This is an optimization exercise on Yosys and OpenROAD, whose aim is small area, a short achievable clock period and few clock cycles per item, not a production implementation. In this exercise RTL edits were held to simulation tests only and were not proved equivalent to the original. Power and IR drop assume default switching activity.

==> design/flow/design.v <==
module ebus_crc8_table (
    input  wire [7:0] index,
    output reg  [7:0] entry
);
  integer k;
  always @(*) begin
    entry = index;
    for (k = 0; k < 8; k = k + 1)
      entry = entry[7] ? ((entry << 1) ^ 8'h9B) : (entry << 1);
  end
endmodule
module ebus_deframer (
    input  wire       clk,
    input  wire       rst,
    input  wire       raw_valid,     
    input  wire [7:0] raw_byte,
    output reg        log_valid,     
    output reg  [7:0] byte_q,        
    output reg        evt_valid,     
    output reg        evt_frm,       
    output reg        evt_sts,       
    output reg  [5:0] evt_a_lo       
);
  reg       pend_valid;
  reg [5:0] pend;
  wire       b7   = raw_byte[7];
  wire       b6   = raw_byte[6];
  wire       cmd1 = (pend[5:2] == 4'd1);
  always @(posedge clk) begin
    if (rst) begin
      pend_valid <= 1'b0;
      log_valid  <= 1'b0;
      evt_valid  <= 1'b0;
    end else begin
      if (raw_valid) pend_valid <= ~pend_valid & b7 & b6;
      log_valid <= raw_valid & (pend_valid ? (~b7 | cmd1) : ~(b7 & b6));
      evt_valid <= raw_valid & pend_valid & (~b7 | ~cmd1);
    end
  end
  always @(posedge clk) begin
    if (!pend_valid) pend <= raw_byte[5:0];
    byte_q[5:0] <= raw_byte[5:0];
    byte_q[7:6] <= (pend_valid & b7) ? {pend[1] ^ (pend[0] & b6), pend[0] ^ b6}
                                     : raw_byte[7:6];
    evt_frm     <= ~b7;
    evt_sts     <= b7;
    evt_a_lo    <= b7 ? {2'b00, pend[5:2]} : pend;
  end
endmodule
module ebus_telegram_fsm (
    input  wire         clk,
    input  wire         rst,
    input  wire         in_valid,      
    input  wire [7:0]   in_byte,
    output reg          emit,
    output reg  [7:0]   req_src,
    output reg  [7:0]   req_dest,
    output reg  [7:0]   req_cmd_hi,
    output reg  [7:0]   req_cmd_lo,
    output reg  [4:0]   req_len,
    output wire [127:0] req_payload,
    output reg  [7:0]   req_crc,       
    output reg          has_rsp,
    output reg  [4:0]   rsp_len,
    output wire [127:0] rsp_payload,
    output reg  [7:0]   rsp_crc,       
    output reg          evt_valid,
    output reg  [2:0]   evt_code,
    output reg          evt_rsp,
    output reg  [7:0]   evt_a,
    output reg  [7:0]   evt_b
);
  localparam [7:0] SYN       = 8'hAA;
  localparam [7:0] ACK       = 8'h00;
  localparam [7:0] NACK      = 8'hFF;
  localparam [7:0] BROADCAST = 8'hFE;
  localparam [3:0] S_WAIT_SYN  = 4'd0,
                   S_WAIT_SRC  = 4'd1,
                   S_WAIT_DEST = 4'd2,
                   S_WAIT_CMDH = 4'd3,
                   S_WAIT_CMDL = 4'd4,
                   S_WAIT_LEN  = 4'd5,
                   S_WAIT_DATA = 4'd6,
                   S_WAIT_CRC  = 4'd7,
                   S_WAIT_ACK  = 4'd8,
                   S_WAIT_RSP  = 4'd9;
  reg [3:0] st;
  reg [7:0] r_pl [0:15];
  reg [7:0] p_pl [0:15];
  reg [3:0] idx;
  reg       bcast;
  genvar gi;
  generate
    for (gi = 0; gi < 16; gi = gi + 1) begin : g_pl
      assign req_payload[8*gi +: 8] = r_pl[gi];
      assign rsp_payload[8*gi +: 8] = p_pl[gi];
    end
  endgenerate
  wire [7:0] crc_act = has_rsp ? rsp_crc : req_crc;
  wire [7:0] crc_tab;
  ebus_crc8_table u_crc_table (.index(crc_act), .entry(crc_tab));
  wire [7:0] crc_next = crc_tab ^ in_byte;
  wire       b_syn  = (in_byte == SYN);
  wire       b_ack  = (in_byte == ACK);
  wire       b_nack = (in_byte == NACK);
  wire       b_gt16 = (in_byte[7:5] != 3'd0) | (in_byte[4] & (in_byte[3:0] != 4'd0));
  wire       b_zero = b_ack;
  wire       b_crc  = (in_byte == crc_act);
  wire [4:0] act_len = has_rsp ? rsp_len : req_len;
  wire [4:0] idx_inc = {1'b0, idx} + 5'd1;
  wire       last    = (idx_inc == act_len);
  wire       in_data = in_valid & (st == S_WAIT_DATA);
  always @(posedge clk) begin
    evt_b       <= in_byte;
    evt_a       <= (st == S_WAIT_CRC) ? crc_act : in_byte;
    evt_rsp     <= (st == S_WAIT_RSP) | has_rsp;
    evt_code[2] <= (st == S_WAIT_CRC) | (st == S_WAIT_ACK);
    evt_code[1] <= (st == S_WAIT_LEN) | (st == S_WAIT_RSP);
    evt_code[0] <= (st != S_WAIT_CRC);
  end
  integer i;
  always @(posedge clk) begin
    for (i = 0; i < 16; i = i + 1) begin
      if (in_data && idx == i[3:0]) begin
        if (has_rsp) p_pl[i] <= in_byte;
        else         r_pl[i] <= in_byte;
      end
    end
  end
  always @(posedge clk) begin
    if (in_valid) begin
      case (st)
        S_WAIT_SRC: if (!b_syn) begin
          req_src <= in_byte;
          req_crc <= in_byte;
          has_rsp <= 1'b0;
        end
        S_WAIT_DEST: begin
          req_dest <= in_byte;
          req_crc  <= crc_next;
          bcast    <= (in_byte == BROADCAST);
        end
        S_WAIT_CMDH: begin
          req_cmd_hi <= in_byte;
          req_crc    <= crc_next;
        end
        S_WAIT_CMDL: begin
          req_cmd_lo <= in_byte;
          req_crc    <= crc_next;
        end
        S_WAIT_LEN: if (!b_gt16) begin
          req_len <= in_byte[4:0];
          req_crc <= crc_next;
          idx     <= 4'd0;
        end
        S_WAIT_DATA: begin
          if (has_rsp) rsp_crc <= crc_next;
          else         req_crc <= crc_next;
          idx <= idx_inc[3:0];
        end
        S_WAIT_RSP: if (!b_syn && !b_gt16) begin
          rsp_len <= in_byte[4:0];
          rsp_crc <= in_byte;
          has_rsp <= 1'b1;
          idx     <= 4'd0;
        end
        default: ;
      endcase
    end
  end
  always @(posedge clk) begin
    if (rst) begin
      st        <= S_WAIT_SYN;
      emit      <= 1'b0;
      evt_valid <= 1'b0;
    end else begin
      emit      <= 1'b0;
      evt_valid <= 1'b0;
      if (in_valid) begin
        case (st)
          S_WAIT_SYN:  if (b_syn) st <= S_WAIT_SRC;
          S_WAIT_SRC:  if (!b_syn) st <= S_WAIT_DEST;
          S_WAIT_DEST: st <= S_WAIT_CMDH;
          S_WAIT_CMDH: st <= S_WAIT_CMDL;
          S_WAIT_CMDL: st <= S_WAIT_LEN;
          S_WAIT_LEN: begin
            if (b_gt16) begin
              evt_valid <= 1'b1;
              st        <= S_WAIT_SYN;
            end else begin
              st <= b_zero ? S_WAIT_CRC : S_WAIT_DATA;
            end
          end
          S_WAIT_DATA: if (last) st <= S_WAIT_CRC;
          S_WAIT_CRC: begin
            if (b_crc) begin
              st <= S_WAIT_ACK;
            end else begin
              evt_valid <= 1'b1;
              st        <= S_WAIT_SYN;
            end
          end
          S_WAIT_ACK: begin
            if (b_ack) begin
              emit <= has_rsp;
              st   <= has_rsp ? S_WAIT_SYN : S_WAIT_RSP;
            end else if (b_nack) begin
              st <= S_WAIT_SYN;
            end else if (b_syn) begin
              emit <= bcast;
              st   <= S_WAIT_SRC;
            end else begin
              evt_valid <= 1'b1;
              st        <= S_WAIT_SYN;
            end
          end
          S_WAIT_RSP: begin
            if (b_syn) begin
              emit <= 1'b1;
              st   <= S_WAIT_SYN;
            end else if (b_gt16) begin
              evt_valid <= 1'b1;
              st        <= S_WAIT_SYN;
            end else begin
              st <= b_zero ? S_WAIT_CRC : S_WAIT_DATA;
            end
          end
          default: st <= S_WAIT_SYN;
        endcase
      end
    end
  end
endmodule
module ebus_decoder (
    input  wire         clk,
    input  wire         rst,
    input  wire         in_valid,
    input  wire [7:0]   in_data,
    output wire         in_ready,
    output wire         tel_valid,
    output wire [7:0]   tel_src,
    output wire [7:0]   tel_dest,
    output wire [7:0]   tel_cmd_hi,
    output wire [7:0]   tel_cmd_lo,
    output wire [4:0]   tel_len,
    output wire [127:0] tel_payload,
    output wire [7:0]   tel_crc,
    output wire         tel_has_rsp,
    output wire [4:0]   tel_rsp_len,
    output wire [127:0] tel_rsp_payload,
    output wire [7:0]   tel_rsp_crc,
    output wire         dfr_evt_valid,
    output wire [3:0]   dfr_evt_code,
    output wire [7:0]   dfr_evt_a,
    output wire [7:0]   dfr_evt_b,
    output wire         fsm_evt_valid,
    output wire [3:0]   fsm_evt_code,
    output wire         fsm_evt_rsp,
    output wire [7:0]   fsm_evt_a,
    output wire [7:0]   fsm_evt_b
);
  assign in_ready = 1'b1;
  wire       log_valid;
  wire [7:0] log_byte;
  wire       dfr_frm, dfr_sts;
  wire [5:0] dfr_a_lo;
  ebus_deframer u_deframer (
      .clk      (clk),
      .rst      (rst),
      .raw_valid(in_valid),
      .raw_byte (in_data),
      .log_valid(log_valid),
      .byte_q   (log_byte),
      .evt_valid(dfr_evt_valid),
      .evt_frm  (dfr_frm),
      .evt_sts  (dfr_sts),
      .evt_a_lo (dfr_a_lo)
  );
  assign dfr_evt_code = {2'b00, dfr_sts, dfr_frm};
  assign dfr_evt_a    = {dfr_frm, dfr_frm, dfr_a_lo};
  assign dfr_evt_b    = log_byte;
  wire [2:0] evt_code;
  ebus_telegram_fsm u_fsm (
      .clk        (clk),
      .rst        (rst),
      .in_valid   (log_valid),
      .in_byte    (log_byte),
      .emit       (tel_valid),
      .req_src    (tel_src),
      .req_dest   (tel_dest),
      .req_cmd_hi (tel_cmd_hi),
      .req_cmd_lo (tel_cmd_lo),
      .req_len    (tel_len),
      .req_payload(tel_payload),
      .req_crc    (tel_crc),
      .has_rsp    (tel_has_rsp),
      .rsp_len    (tel_rsp_len),
      .rsp_payload(tel_rsp_payload),
      .rsp_crc    (tel_rsp_crc),
      .evt_valid  (fsm_evt_valid),
      .evt_code   (evt_code),
      .evt_rsp    (fsm_evt_rsp),
      .evt_a      (fsm_evt_a),
      .evt_b      (fsm_evt_b)
  );
  assign fsm_evt_code = {1'b0, evt_code};
endmodule
==> design/flow/run.sh <==
#!/bin/bash
# synth_recipe.tcl (not shown) runs the flow's synth.tcl, then flattens the netlist and writes it again
# the make line also repeats each setting of config.mk as NAME=value (left out here)
make -C /OpenROAD-flow-scripts/flow DESIGN_CONFIG=/design/flow/config.mk WORK_HOME=/design/flow/orfs CLKGATE_MAP_FILE= SYNTH_SCRIPT=/design/flow/synth_recipe.tcl finish
==> design/flow/config.mk <==
export PLATFORM = sky130hd
export DESIGN_NAME = ebus_decoder
export DESIGN_NICKNAME = ebus_decoder
export VERILOG_FILES = /design/flow/design.v
export SDC_FILE = /design/flow/constraint.sdc
export NUM_CORES = 4
export LEC_CHECK = 0
export CAP_MARGIN = 20
export CORE_MARGIN = 2
export CORE_UTILIZATION = 40
export SLEW_MARGIN = 20
==> design/flow/constraint.sdc <==
create_clock -name core_clock -period 5.0 [get_ports {clk}]
set_input_delay 1.0000 -clock core_clock [delete_from_list [all_inputs] [get_ports {clk}]]
set_output_delay 1.0000 -clock core_clock [all_outputs]
set_load 0.01 [all_outputs]
==> results of run 1 <==
[metal layers]
layer,GRT usage,part of all wire,vias to the layer above
met4,0.0494,0.018,0
met3,0.0525,0.069,46
met5,0,0,-
met1,0.258,0.39,3732
met2,0.393,0.53,325
li1,-,-,3288
[flip-flops by register name, indices dropped and copies added (netlist names), 5 cells and up]
name                 count
u_deframer.byte_q        8
u_fsm.req_src            8
u_deframer.pend          6
u_fsm.evt_a              8
u_fsm.req_cmd_lo         8
u_deframer.evt_a_lo      6
u_fsm.p_pl             128
u_fsm.rsp_crc            8
u_fsm.req_crc            8
u_fsm.r_pl             128
u_fsm.req_cmd_hi         8
u_fsm.req_len            5
u_fsm.rsp_len            5
u_fsm.req_dest           8
u_fsm.evt_b              8
[cells by family after synthesis]
family / Yosys count / share of synthesized area
multiplexers: 23 / 0.0187
AND/OR/NAND/NOR: 145 / 0.0576
adder cells (fa/ha/maj): 6 / 0.00571
AO/OA/AOI/OAI: 39 / 0.0211
other: 2 / 0.000591
XOR/XNOR: 50 / 0.0351
buffers and inverters: 40 / 0.0199
flip-flops: 371 / 0.841
[layout by cell type, fill, tap and decap left out, types with 3 or more instances in the layout]
master,count
and3_1,4
edfxtp_1,326
clkinv_2,6
nor2_1,59
o21ai_0,12
xor2_1,24
ha_1,5
bufinv_16,3
clkdlybuf4s50_1,366
xnor2_1,25
inv_1,7
nand3b_1,5
nand3_1,9
dfxtp_1,37
nor4_1,3
a21oi_1,10
nand2b_1,6
nor2b_1,9
mux2_2,6
nor3_1,7
conb_1,4
clkbuf_1,11
clkinv_1,7
mux2i_1,17
and2_1,3
clkbuf_16,39
a32o_1,3
clkinvlp_4,3
dfxtp_2,8
nand2_1,22
buf_4,10
[path summary, 6_finish.rpt]
path	slack [ns]	cells after the start	endpoint
max	1.87	2	dfr_evt_b[5]
min	0.52	1	u_deframer.evt_a_lo[4]$_SDFF_PP0_
max reg2reg	2.21	5	u_fsm.r_pl[12][4]$_DFFE_PP_
min reg2reg	0.52	1	u_deframer.evt_a_lo[4]$_SDFF_PP0_
[area by class of cell]
type	count	area [µm²]	share of cell area
well taps	402	503	0.0280
diodes	1	2.50	0.000139
clock inverters	20	194	0.0108
flip-flops and latches	371	10700	0.596
repair buffers	376	3740	0.208
multi-input cells	267	1780	0.0991
inverters	8	30.0	0.00167
clock buffers	50	1020	0.0566
[per-stage QoR]
step                      std cells  instance area [µm²]   util  power, mW  setup slack, ns
final                          1495                18000  0.572       6.30             1.87
after global placement         1424                16700  0.533       3.62             2.25
after global routing           1494                18000  0.572       6.49             1.76
after detailed placement       1424                16700  0.533       3.63             2.21
after CTS                      1494                18000  0.572       6.35             1.84
after floorplan                 678                12700      -       3.53             2.45
[power by group through the flow]
stage	combinational, mW	clock, mW	sequential, mW
after global routing	0.141	2.92	3.43
after detailed placement	0.135	0	3.49
final	0.132	2.74	3.42
after CTS	0.135	2.79	3.43
after floorplan	0.0431	0	3.49
after global placement	0.135	0	3.49
==> impl_metrics.ini, run 1 <==
[clock_tree]
cts_buffers = 39
clock-sinks = 371
clk-insertion-delay-late_ns = 0.54
tritoncts = done
cts_hold_buf = 0
cts_buffer_depth = 3
postCtsResizedCells = 0
path_clk_slew_ns = 0.06
clockRootBuffer = clkbuf_16
post_cts_buffers = 0
h-tree-depth = 2

[power]
ir_drop_mv = 0.201
power.internal_mw = 5.04
p_sw_mw = 1.26
p_per_area_nw_per_um2 = 351
switching_share = 0.199
p_clk_frac = 0.435
power.share.sequential = 0.544
p_comb_frac = 0.021
p_leak_nw = 6.15

[sta]
fmax_mhz = 320
finalHoldViolCount = 0
post-route-period-util = 0.625
setup_viol = 0
setup_tns_ns = 0
holdWs_ns = 0.523
period_needed_ns = 3.13
rsz0062_at_grt = false
slew_headroom = 0.444
fin_worst_skew_ns = 0.0272
tightestPinTransition_ns = 0.827
drv_slew = 0

[drt]
drt-total-wl_um = 37000
ant_nets = 0
first_iter_violations = 704
drc_errors = 0
num_vias = 7391
vias_per_cell = 4.94
routedWlPerCell_um = 24.7
firstDrtPassIters = 7

[synth]
syn_area_um2 = 12700
synth_top_flop_cell = edfxtp_1
synth.largest_area_cell = edfxtp_1
netlist_instances = 676
ys_ff_latch = 371
synth_seq_area_share = 0.841
synth_area_per_cell_um2 = 18.8
synth_most_common_cell = edfxtp_1
synth_top_area_frac = 0.770
synth_common_cells = 326 x edfxtp_1, 59 x nor2_1, 45 x dfxtp_1
synthTopCellsByArea = edfxtp_1 77%, dfxtp_1 7.1%, nor2_1 1.7%
yosys_warnings = 5
async_flop_share = 0
ys_types = 52
synth_edf_count = 326

[flow_run]
maxCapViolCount = 0

[global_route]
grt_use_total = 0.215
grt_max_degree = 35
grt_overflow = 0
antenna_found_initial = 0
grt_pass1_wl_um = 51200
first_global_vias = 7042

[finish]
fill_cells = 2441
layout-drive-gt1-share = 0.0815
area_delta_synth_final_pct = 41.4
nets = 1079

[outcome]
status = no timing/DRC/antenna violations

[place]
gp_congestion = 0.856
portBuffers = 366
dpl.hpwl_um = 25700

[critical_path]
worst_path_max_delay_cell = clkdlybuf4s50_1
crit_path_cell_trace = buf_4 -> clkdlybuf4s50_1
critPathLaunch = u_deframer.byte_q[5]$_DFF_P_
arrival_ns = 2.13
r2r_start = u_fsm.st[3]$_SDFFE_PP0P_
crit_path_max_incr_delay_ns = 0.62
critPathLaunchType = register
worstSetupEndpointType = output port
worstSetupPathType = reg -> out
crit_family = buffers and inverters
cp_num_buf_inv = 2
worstPathRequired_ns = 4.00
crit_fanout = 32

[hold_path]
hold_start = u_deframer.pend[4]$_DFFE_PN_
hp-class = reg -> reg

[floorplan]
die_w_um = 182
initial_core_util = 0.405
dieArea_um2 = 33200
row_count = 65
die_h_um = 182
core_um2 = 31400
ios = 371
Testbench counts, summed over its fixed seeds: cycles 13,828, bytes 13,812.
==> inputs of run 2 (changes only) <==
--- a/design/flow/config.mk
+++ b/design/flow/config.mk
@@ -7,5 +7,6 @@
 export LEC_CHECK = 0
 export CAP_MARGIN = 20
 export CORE_MARGIN = 2
-export CORE_UTILIZATION = 40
+export CORE_UTILIZATION = 65
+export PLACE_DENSITY = 0.75
 export SLEW_MARGIN = 20
==> run 2 against run 1 <==
Net effect:
- synthesized cell count stayed put
- non-clock buffer count is 1 higher
- via count is 8.1% higher
==> impl_metrics.ini, run 2 <==
[finish]
reg_top3 = u_fsm.p_pl: 128 flops, u_fsm.r_pl: 128 flops
antenna_cells = 0
area_delta_synth_final_pct = 39.1
final_area_um2 = 17700
fin_cells = 1349
nets = 1076
layout-drive-gt1-share = 0.0803
mostFrequentLayoutCells = 366 x clkdlybuf4s50_1, 326 x edfxtp_1, 59 x nor2_1, 37 x dfxtp_1, 35 x clkbuf_16
mostFrequentLayoutCell = clkdlybuf4s50_1
final_core_util = 0.914

[clock_tree]
clockRootBuffer = clkbuf_16
cts_hold_buf = 0
cts_buffers = 35
postCtsResizedCells = 0
tritoncts = done
clk-insertion-delay-late_ns = 0.53
post_cts_buffers = 0
clock-sinks = 371
path_clk_slew_ns = 0.06
cts_buffer_depth = 3
h-tree-depth = 2

[sta]
slew_headroom = 0.391
setup_slack_ns = 1.70
tightestPinTransition_ns = 0.907
drv_slew = 0
fmax_mhz = 303
setup_viol = 0
setup_tns_ns = 0
finalHoldViolCount = 0
rsz0062_at_grt = false
fin_worst_skew_ns = 0.0308
post-route-period-util = 0.661
period_needed_ns = 3.30
holdWs_ns = 0.554

[drt]
vias_per_cell = 5.92
firstDrtPassIters = 5
ant_nets = 0
drt-total-wl_um = 38800
first_iter_violations = 932
drc_errors = 0
num_vias = 7989
routedWlPerCell_um = 28.7

[place]
dpl.hpwl_um = 22700
pre_cts_ws_ns = 2.23
portBuffers = 366
place_area_um2 = 16600
dp_cells = 1288
gp_congestion = 0.902

[floorplan]
ios = 371
row_count = 51
die_w_um = 144
die_h_um = 144
dieArea_um2 = 20700
initial_core_util = 0.657
core_um2 = 19300

[synth]
synth_simple_gate_area_share = 0.0576
netlist_instances = 676
synth_edf_count = 326
syn_area_um2 = 12700
synth_compound_area_frac = 0.0211
synth_most_common_cell = edfxtp_1
synth_top_area_frac = 0.770
async_flop_share = 0
synth_top_flop_cell = edfxtp_1
synthAdderAreaFrac = 0.00571
synth.largest_area_cell = edfxtp_1
synth_common_cells = 326 x edfxtp_1, 59 x nor2_1, 45 x dfxtp_1
synthTopCellsByArea = edfxtp_1 77%, dfxtp_1 7.1%, nor2_1 1.7%
yosys_warnings = 5
synth_xor_area_frac = 0.0351
synth_top_family_by_area = simple AND/OR/NAND/NOR gates
ys_ff_latch = 371
synth_area_per_cell_um2 = 18.8
muxShareOfSynthArea = 0.0187
ys_types = 52
synth_seq_area_share = 0.841

[outcome]
status = no timing/DRC/antenna violations

[hold_path]
hold_start = u_deframer.pend[5]$_DFFE_PN_
hp-class = reg -> reg

[critical_path]
r2r_start = u_fsm.st[3]$_SDFFE_PP0P_
worstPathRequired_ns = 4.00
critPathLaunch = u_deframer.byte_q[3]$_DFF_P_
worstSetupPathType = reg -> out
crit_fanout = 27
worstSetupEndpointType = output port
critPathLaunchType = register
arrival_ns = 2.30

[flow_run]
maxCapViolCount = 0

[power]
ir_drop_mv = 0.333
p_per_area_nw_per_um2 = 348
p_leak_nw = 6.10
total_power_mw = 6.15

[global_route]
grt_overflow = 0
grt_pass1_wl_um = 54300
first_global_vias = 7909
grt_max_degree = 36
antenna_found_initial = 0
grt_use_total = 0.372
run 2: worst paths after layout:
path                                    end  slack (ns)  cells after the start
min reg2reg  u_deframer.evt_a_lo[3]$_DFF_P_        0.55                      1
min          u_deframer.evt_a_lo[3]$_DFF_P_        0.55                      1
max                            dfr_evt_b[3]        1.70                      2
max reg2reg      u_fsm.p_pl[8][0]$_DFFE_PP_        1.98                      5
run 2: routing by layer:
layer  part of all wire  global-route usage
met3               0.10              0.0876
met1               0.33               0.448
met4              0.054               0.168
met2               0.52               0.642
met5                  0                   0
run 2: kinds of logic (layout without fill, tap and decap cells):
group,count (synthesis),count (layout)
flip-flops,371,371
AND/OR/NAND/NOR,145,145
XOR/XNOR,50,50
buffers and inverters,40,446
AO/OA/AOI/OAI,39,39
multiplexers,23,23
adder cells (fa/ha/maj),6,6
other,2,4
run 2: worst max-delay path, cell delays in order (launching register included):
cell and delay [ns]:
dfxtp_2 0.68, buf_4 0.44, clkdlybuf4s50_1 0.63
run 2: cell type report:
class                   instances  area (µm²)
clock buffers                  38         897
clock inverters                23         196
fillers                       641        1660
inverters                       8        30.0
multi-input cells             267        1780
flip-flops and latches        371       10700
well taps                     265         332
repair buffers                377        3750
run 2: where the power goes:
part	internal, mW	switching (mW)	leakage [nW]	total (mW)
Combinational	0.0533	0.0744	2.26	0.128
Sequential	3.39	0.0402	3.31	3.43
Clock	1.46	1.14	0.525	2.59
==> inputs of run 3 (changes only) <==
==> design/flow/flow/run.sh (new file) <==
#!/bin/bash
# Standard ORFS layout (the standard.sh, standard synthesis unchanged),
# except that the port buffers are the smallest buffer, buf_1, instead of
# the cell buffer_ports picks by default.
set -euo pipefail
export BUFFER_PORTS_ARGS="-buffer_cell sky130_fd_sc_hd__buf_1"
bash standard.sh finish > standard_flow.log 2>&1
==> design/flow/standard.sh (new file) <==
#!/bin/bash
# synth_recipe.tcl (not shown) runs the flow's synth.tcl, then flattens the netlist and writes it again
# the make line also repeats each setting of config.mk as NAME=value (left out here)
make -C /OpenROAD-flow-scripts/flow DESIGN_CONFIG=/design/flow/config.mk WORK_HOME=/design/flow/orfs CLKGATE_MAP_FILE= SYNTH_SCRIPT=/design/flow/synth_recipe.tcl "${@:-finish}"
--- a/design/flow/config.mk
+++ b/design/flow/config.mk
@@ -7,6 +7,5 @@
 export LEC_CHECK = 0
 export CAP_MARGIN = 20
 export CORE_MARGIN = 2
-export CORE_UTILIZATION = 65
-export PLACE_DENSITY = 0.75
+export CORE_UTILIZATION = 40
 export SLEW_MARGIN = 20
removed: design/flow/run.sh
==> run 3 against run 2 <==
Net effect:
- setup slack better by 0.37 ns
- sequential cell count is the same
- wire length down 14%
- critical endpoint is now dfr_evt_b[4]
- cell count up 11%
- sequential power about the same
- first-iteration DRC count decreased by 45%
==> impl_metrics.ini, run 3 <==
[drt]
drt-total-wl_um = 33500
vias_per_cell = 4.90
routedWlPerCell_um = 22.4
ant_nets = 0
first_iter_violations = 516
drc_errors = 0
num_vias = 7321
firstDrtPassIters = 5

[floorplan]
die_w_um = 182
row_count = 65
core_um2 = 31400
ios = 371
dieArea_um2 = 33200
initial_core_util = 0.405
die_h_um = 182

[sta]
post-route-period-util = 0.586
slew_headroom = 0.445
fmax_mhz = 341
tightestPinTransition_ns = 0.826
finalHoldViolCount = 0
setup_viol = 0
fin_worst_skew_ns = 0.0143
holdWs_ns = 0.517
setup_tns_ns = 0
drv_slew = 0
period_needed_ns = 2.93
rsz0062_at_grt = false

[synth]
async_flop_share = 0
synth_common_cells = 326 x edfxtp_1, 59 x nor2_1, 45 x dfxtp_1
ys_types = 52
synthTopCellsByArea = edfxtp_1 77%, dfxtp_1 7.1%, nor2_1 1.7%
synth_edf_count = 326
ys_ff_latch = 371
synth_area_per_cell_um2 = 18.8
synth_top_area_frac = 0.770
syn_area_um2 = 12700
yosys_warnings = 5
synth_top_flop_cell = edfxtp_1
synth_seq_area_share = 0.841
netlist_instances = 676
synth_most_common_cell = edfxtp_1
synth.largest_area_cell = edfxtp_1

[finish]
final_area_um2 = 15700
mostFrequentLayoutCell = buf_1
nets = 1078
layout-drive-gt1-share = 0.0872
reg_top3 = u_fsm.p_pl: 128 flops, u_fsm.r_pl: 128 flops
area_delta_synth_final_pct = 23.9
mostFrequentLayoutCells = 366 x buf_1, 326 x edfxtp_1, 59 x nor2_1, 38 x clkbuf_16, 37 x dfxtp_1

[critical_path]
crit_fanout = 27
critPathLaunchType = register
worstPathRequired_ns = 4.00
arrival_ns = 1.93
worstSetupPathType = reg -> out
worstSetupEndpointType = output port

[global_route]
antenna_found_initial = 1
grt_pass1_wl_um = 46800
grt_overflow = 0
grt_use_total = 0.194
grt_max_degree = 47
first_global_vias = 6971

[clock_tree]
cts_hold_buf = 0
clk-insertion-delay-late_ns = 0.52
path_clk_slew_ns = 0.06
clockRootBuffer = clkbuf_16
h-tree-depth = 2
cts_buffer_depth = 3
post_cts_buffers = 0
tritoncts = done
cts_buffers = 38
postCtsResizedCells = 0
clock-sinks = 371

[hold_path]
hp-class = reg -> reg

[outcome]
status = no timing/DRC/antenna violations

[place]
gp_congestion = 0.843
portBuffers = 366
place_area_um2 = 14500
dpl.hpwl_um = 22000

[power]
p_leak_nw = 5.21
p_per_area_nw_per_um2 = 406
ir_drop_mv = 0.194

[flow_run]
maxCapViolCount = 0
==> run 3: changes by cell type in the layout (fill, tap and decap cells not counted), moves of 2 or more <==
cell | previous run | this run
buf_1 | 0 | 366
clkdlybuf4s50_1 | 366 | 0
clkinv_1 | 9 | 3
clkbuf_1 | 2 | 7
clkinvlp_4 | 5 | 0
bufinv_16 | 3 | 6
clkbuf_16 | 35 | 38
clkinv_2 | 6 | 8
clkinv_4 | 0 | 2
==> run 3: critical path, cell delays in order (launching register included) <==
cell and delay, ns:
dfxtp_2 0.74, buf_4 0.45, buf_1 0.20
==> run 3: final timing paths <==
check	start	to	slack (ns)	cells after the start
hold / removal	u_deframer.pend_valid$_SDFFE_PP0P_	u_deframer.byte_q[7]$_DFF_P_	0.52	1
setup / recovery	u_deframer.byte_q[4]$_DFF_P_	dfr_evt_b[4]	2.07	2
hold reg to reg	u_deframer.pend_valid$_SDFFE_PP0P_	u_deframer.byte_q[7]$_DFF_P_	0.52	1
setup reg to reg	u_fsm.st[3]$_SDFFE_PP0P_	u_fsm.r_pl[4][3]$_DFFE_PP_	2.18	5
==> run 3: per-stage QoR <==
stage,util,setup WS [ns],instances,power (mW)
global route,0.502,1.94,1492,6.59
detailed placement,0.460,2.18,1424,3.60
CTS,0.501,2.01,1492,6.46
global placement,0.460,2.25,1424,3.60
floorplan,-,2.45,678,3.53
finish,0.502,2.07,1493,6.40
==> run 3: cell families after synthesis <==
family	synth area share
adder cells (fa/ha/maj)	0.00571
flip-flops	0.841
buffers and inverters	0.0199
AND/OR/NAND/NOR	0.0576
AO/OA/AOI/OAI	0.0211
multiplexers	0.0187
other	0.000591
XOR/XNOR	0.0351
==> run 3: metal layers <==
| layer | track usage | wire length, µm | vias up |
|---|---|---|---|
| li1 | - | - | 3285 |
| met1 | 0.229 | 12700 | 3654 |
| met2 | 0.354 | 17800 | 336 |
| met3 | 0.0491 | 2390 | 46 |
| met4 | 0.0513 | 700 | 0 |
| met5 | 0 | 0 | - |
==> run 3: area by class of cell <==
cell class                      count  area [µm²]
Fill cell                        2665       15600
Timing Repair Buffer              376        1450
Antenna cell                        1        2.50
Tap cell                          402         503
Clock buffer                       46         991
Sequential cell                   371       10700
Inverter                            8        30.0
Clock inverter                     22         290
Multi-Input combinational cell    267        1780
==> run 3: power by group <==
group          switching (mW)  internal [mW]
clock network            1.14           1.74
logic                  0.0927         0.0278
registers              0.0167           3.39
==> inputs of run 4 (changes only) <==
--- a/design/flow/config.mk
+++ b/design/flow/config.mk
@@ -8,4 +8,5 @@
 export CAP_MARGIN = 20
 export CORE_MARGIN = 2
 export CORE_UTILIZATION = 40
+export SETUP_SLACK_MARGIN = 2.5
 export SLEW_MARGIN = 20
==> run 4 against run 3 <==
Net effect:
- maximum frequency rose by 20%
- cell count increased by 0.33%
- sequential cell count stayed put
- via count up 0.94%
- still clean on timing, DRC and antenna
- clock-buffer cell count increased by 6
- wire length shrank 0.20%
- setup slack improved by 0.49 ns
==> impl_metrics.ini, run 4 <==
[synth]
synthAdderAreaFrac = 0.00571
synth_area_per_cell_um2 = 18.8
synth.largest_area_cell = edfxtp_1
synth_xor_area_frac = 0.0351
synthTopCellsByArea = edfxtp_1 77%, dfxtp_1 7.1%, nor2_1 1.7%
synth_seq_area_share = 0.841
async_flop_share = 0
netlist_instances = 676
ys_ff_latch = 371
synth_top_area_frac = 0.770
ys_types = 52
synth_edf_count = 326
yosys_warnings = 5
synth_common_cells = 326 x edfxtp_1, 59 x nor2_1, 45 x dfxtp_1
muxShareOfSynthArea = 0.0187
syn_area_um2 = 12700
synth_simple_gate_area_share = 0.0576
synth_compound_area_frac = 0.0211
synth_top_flop_cell = edfxtp_1
synth_top_family_by_area = simple AND/OR/NAND/NOR gates
synth_most_common_cell = edfxtp_1

[global_route]
grt_overflow = 0
first_global_vias = 7145
grt_pass1_wl_um = 47500
antenna_found_initial = 0
grt_max_degree = 48
grt_use_total = 0.196

[critical_path]
crit_path_cell_trace = buf_8 -> buf_1
critPathLaunchType = register
crit_fanout = 45
worstSetupPathType = reg -> out
worst_path_max_delay_cell = buf_8
crit_path_max_incr_delay_ns = 0.35
worstPathRequired_ns = 4.00
worstSetupEndpointType = output port
arrival_ns = 1.44

[drt]
first_iter_violations = 588
drt-total-wl_um = 33500
num_vias = 7390
ant_nets = 0
firstDrtPassIters = 9
vias_per_cell = 4.93
routedWlPerCell_um = 22.3
drc_errors = 0

[sta]
fin_worst_skew_ns = 0.0147
period_needed_ns = 2.44
setup_tns_ns = 0
rsz0062_at_grt = true
tightestPinTransition_ns = 0.950
slew_headroom = 0.363
holdWs_ns = 0.516
fmax_mhz = 410
setup_viol = 0
finalHoldViolCount = 0
drv_slew = 0
post-route-period-util = 0.488

[finish]
layout-drive-gt1-share = 0.126
antenna_cells = 0
reg_top3 = u_fsm.p_pl: 128 flops, u_fsm.r_pl: 128 flops
area_delta_synth_final_pct = 26.5
final_core_util = 0.512
nets = 1081
mostFrequentLayoutCells = 366 x buf_1, 326 x edfxtp_1, 40 x clkbuf_16, 37 x dfxtp_1, 32 x nor2_4
mostFrequentLayoutCell = buf_1

[floorplan]
die_h_um = 182
initial_core_util = 0.405
ios = 371
dieArea_um2 = 33200
die_w_um = 182
core_um2 = 31400
row_count = 65

[clock_tree]
h-tree-depth = 2
cts_buffers = 39
cts_hold_buf = 0
clockRootBuffer = clkbuf_16
tritoncts = done
clock-sinks = 371
clk-insertion-delay-late_ns = 0.52
path_clk_slew_ns = 0.06
cts_buffer_depth = 3

[place]
portBuffers = 366
gp_congestion = 0.840
dpl.hpwl_um = 21400

[power]
switching_share = 0.205
p_clk_frac = 0.433
total_power_mw = 6.23
p_sw_mw = 1.28
power.internal_mw = 4.95
power.share.sequential = 0.546
p_comb_frac = 0.022
p_leak_nw = 5.26
ir_drop_mv = 0.227
p_per_area_nw_per_um2 = 388

[outcome]
status = no timing/DRC/antenna violations

[hold_path]
hp-class = reg -> reg

[flow_run]
maxCapViolCount = 0
run 4: metrics by stage:
| stage | area (µm²) | setup slack (ns) | instances |
|---|---|---|---|
| 6_report | 16100 | 2.56 | 1498 |
| 4_1_cts | 15800 | 2.16 | 1498 |
| 5_1_grt | 16100 | 2.48 | 1498 |
| 2_1_floorplan | 12700 | 2.53 | 678 |
| 3_5_place_dp | 14500 | 2.15 | 1423 |
| 3_3_place_gp | 14500 | 2.25 | 1423 |
run 4: layout make-up:
cell class              count  area, µm²
well taps                 402        503
flip-flops and latches    371      10700
clock inverters            20        136
fillers                  2611      15300
multi-input cells         267       2080
inverters                   8       33.8
repair buffers            378       1550
clock buffers              52       1080
run 4: power groups by stage:
stage | clock network (mW) | logic [mW] | registers [mW]
2_1_floorplan | 0 | 0.0431 | 3.49
3_3_place_gp | 0 | 0.126 | 3.47
3_5_place_dp | 0 | 0.125 | 3.47
4_1_cts | 2.75 | 0.136 | 3.40
5_1_grt | 2.88 | 0.147 | 3.40
6_report | 2.70 | 0.135 | 3.40
run 4: metal layers:
metal / wire (µm) / vias to the layer above / global-route usage
met3: 2380 / 67 / 0.0483
li1: - / 3294 / -
met4: 1020 / 0 / 0.0652
met5: 0 / - / 0
met2: 17000 / 337 / 0.341
met1: 13000 / 3692 / 0.239
run 4: repair_timing:
item                       4_1_cts  5_1_grt
buffers inserted                 3        0
resized for setup               31       69
setup endpoints to repair      305      274
run 4: cell families (layout without fill, tap and decap cells):
logic type | after synthesis | count (layout)
adder cells (fa/ha/maj) | 6 | 6
multiplexers | 23 | 23
buffers and inverters | 40 | 458
AND/OR/NAND/NOR | 145 | 145
XOR/XNOR | 50 | 50
flip-flops | 371 | 371
AO/OA/AOI/OAI | 39 | 39
other | 2 | 4
run 4: path summary, 6_finish.rpt:
kind	start	to	slack [ns]	cells after the start
max reg2reg	u_fsm.st[0]$_SDFFE_PP0P_	u_fsm.evt_valid$_SDFF_PP0_	2.56	6
min	u_deframer.pend_valid$_SDFFE_PP0P_	u_deframer.byte_q[7]$_DFF_P_	0.52	1
max	u_deframer.byte_q[1]$_DFF_P_	dfr_evt_b[1]	2.56	2
min reg2reg	u_deframer.pend_valid$_SDFFE_PP0P_	u_deframer.byte_q[7]$_DFF_P_	0.52	1
run 4: worst max-delay path: cells and delay by family, from the launching register on:
kind | cells | cell delay [ns]
buffers and inverters | 2 | 0.55
flip-flops | 1 | 0.34

static timing again, ports no longer ideal:
In the flow no input, the clock included, has a driving cell. The finished layouts below were timed again as built, in two steps.
Step 1: set_driving_cell puts a clkbuf_16 on clk and a buf_2 on each other input, an assumption about the parent block.
Step 2 also shifts input and output timing later by t, the mid clock arrival at the registers, as if the neighbouring blocks saw the same clock.
Slacks: no drivers / after step 1 / after step 2; pairs: no drivers / after step 1.
| run | t (ns) | setup slack, ns | slew at the worst register clock pin (ns) | worst slew at a driven data input, ns | cell pins on the clock port's net |
|---|---|---|---|---|---|
| run 1 | 0.568 | 1.873 / 1.827 / 2.207 | 0.07 / 0.07 | 0.04 | 1 |
| run 2 | 0.559 | 1.697 / 1.648 / 1.978 | 0.07 / 0.07 | 0.04 | 1 |
| run 3 | 0.557 | 2.069 / 2.022 / 2.179 | 0.06 / 0.06 | 0.05 | 1 |
| run 4 | 0.565 | 2.562 / 2.513 / 2.563 | 0.06 / 0.06 | 0.04 | 1 |
After both steps setup and hold are still met in every run listed.
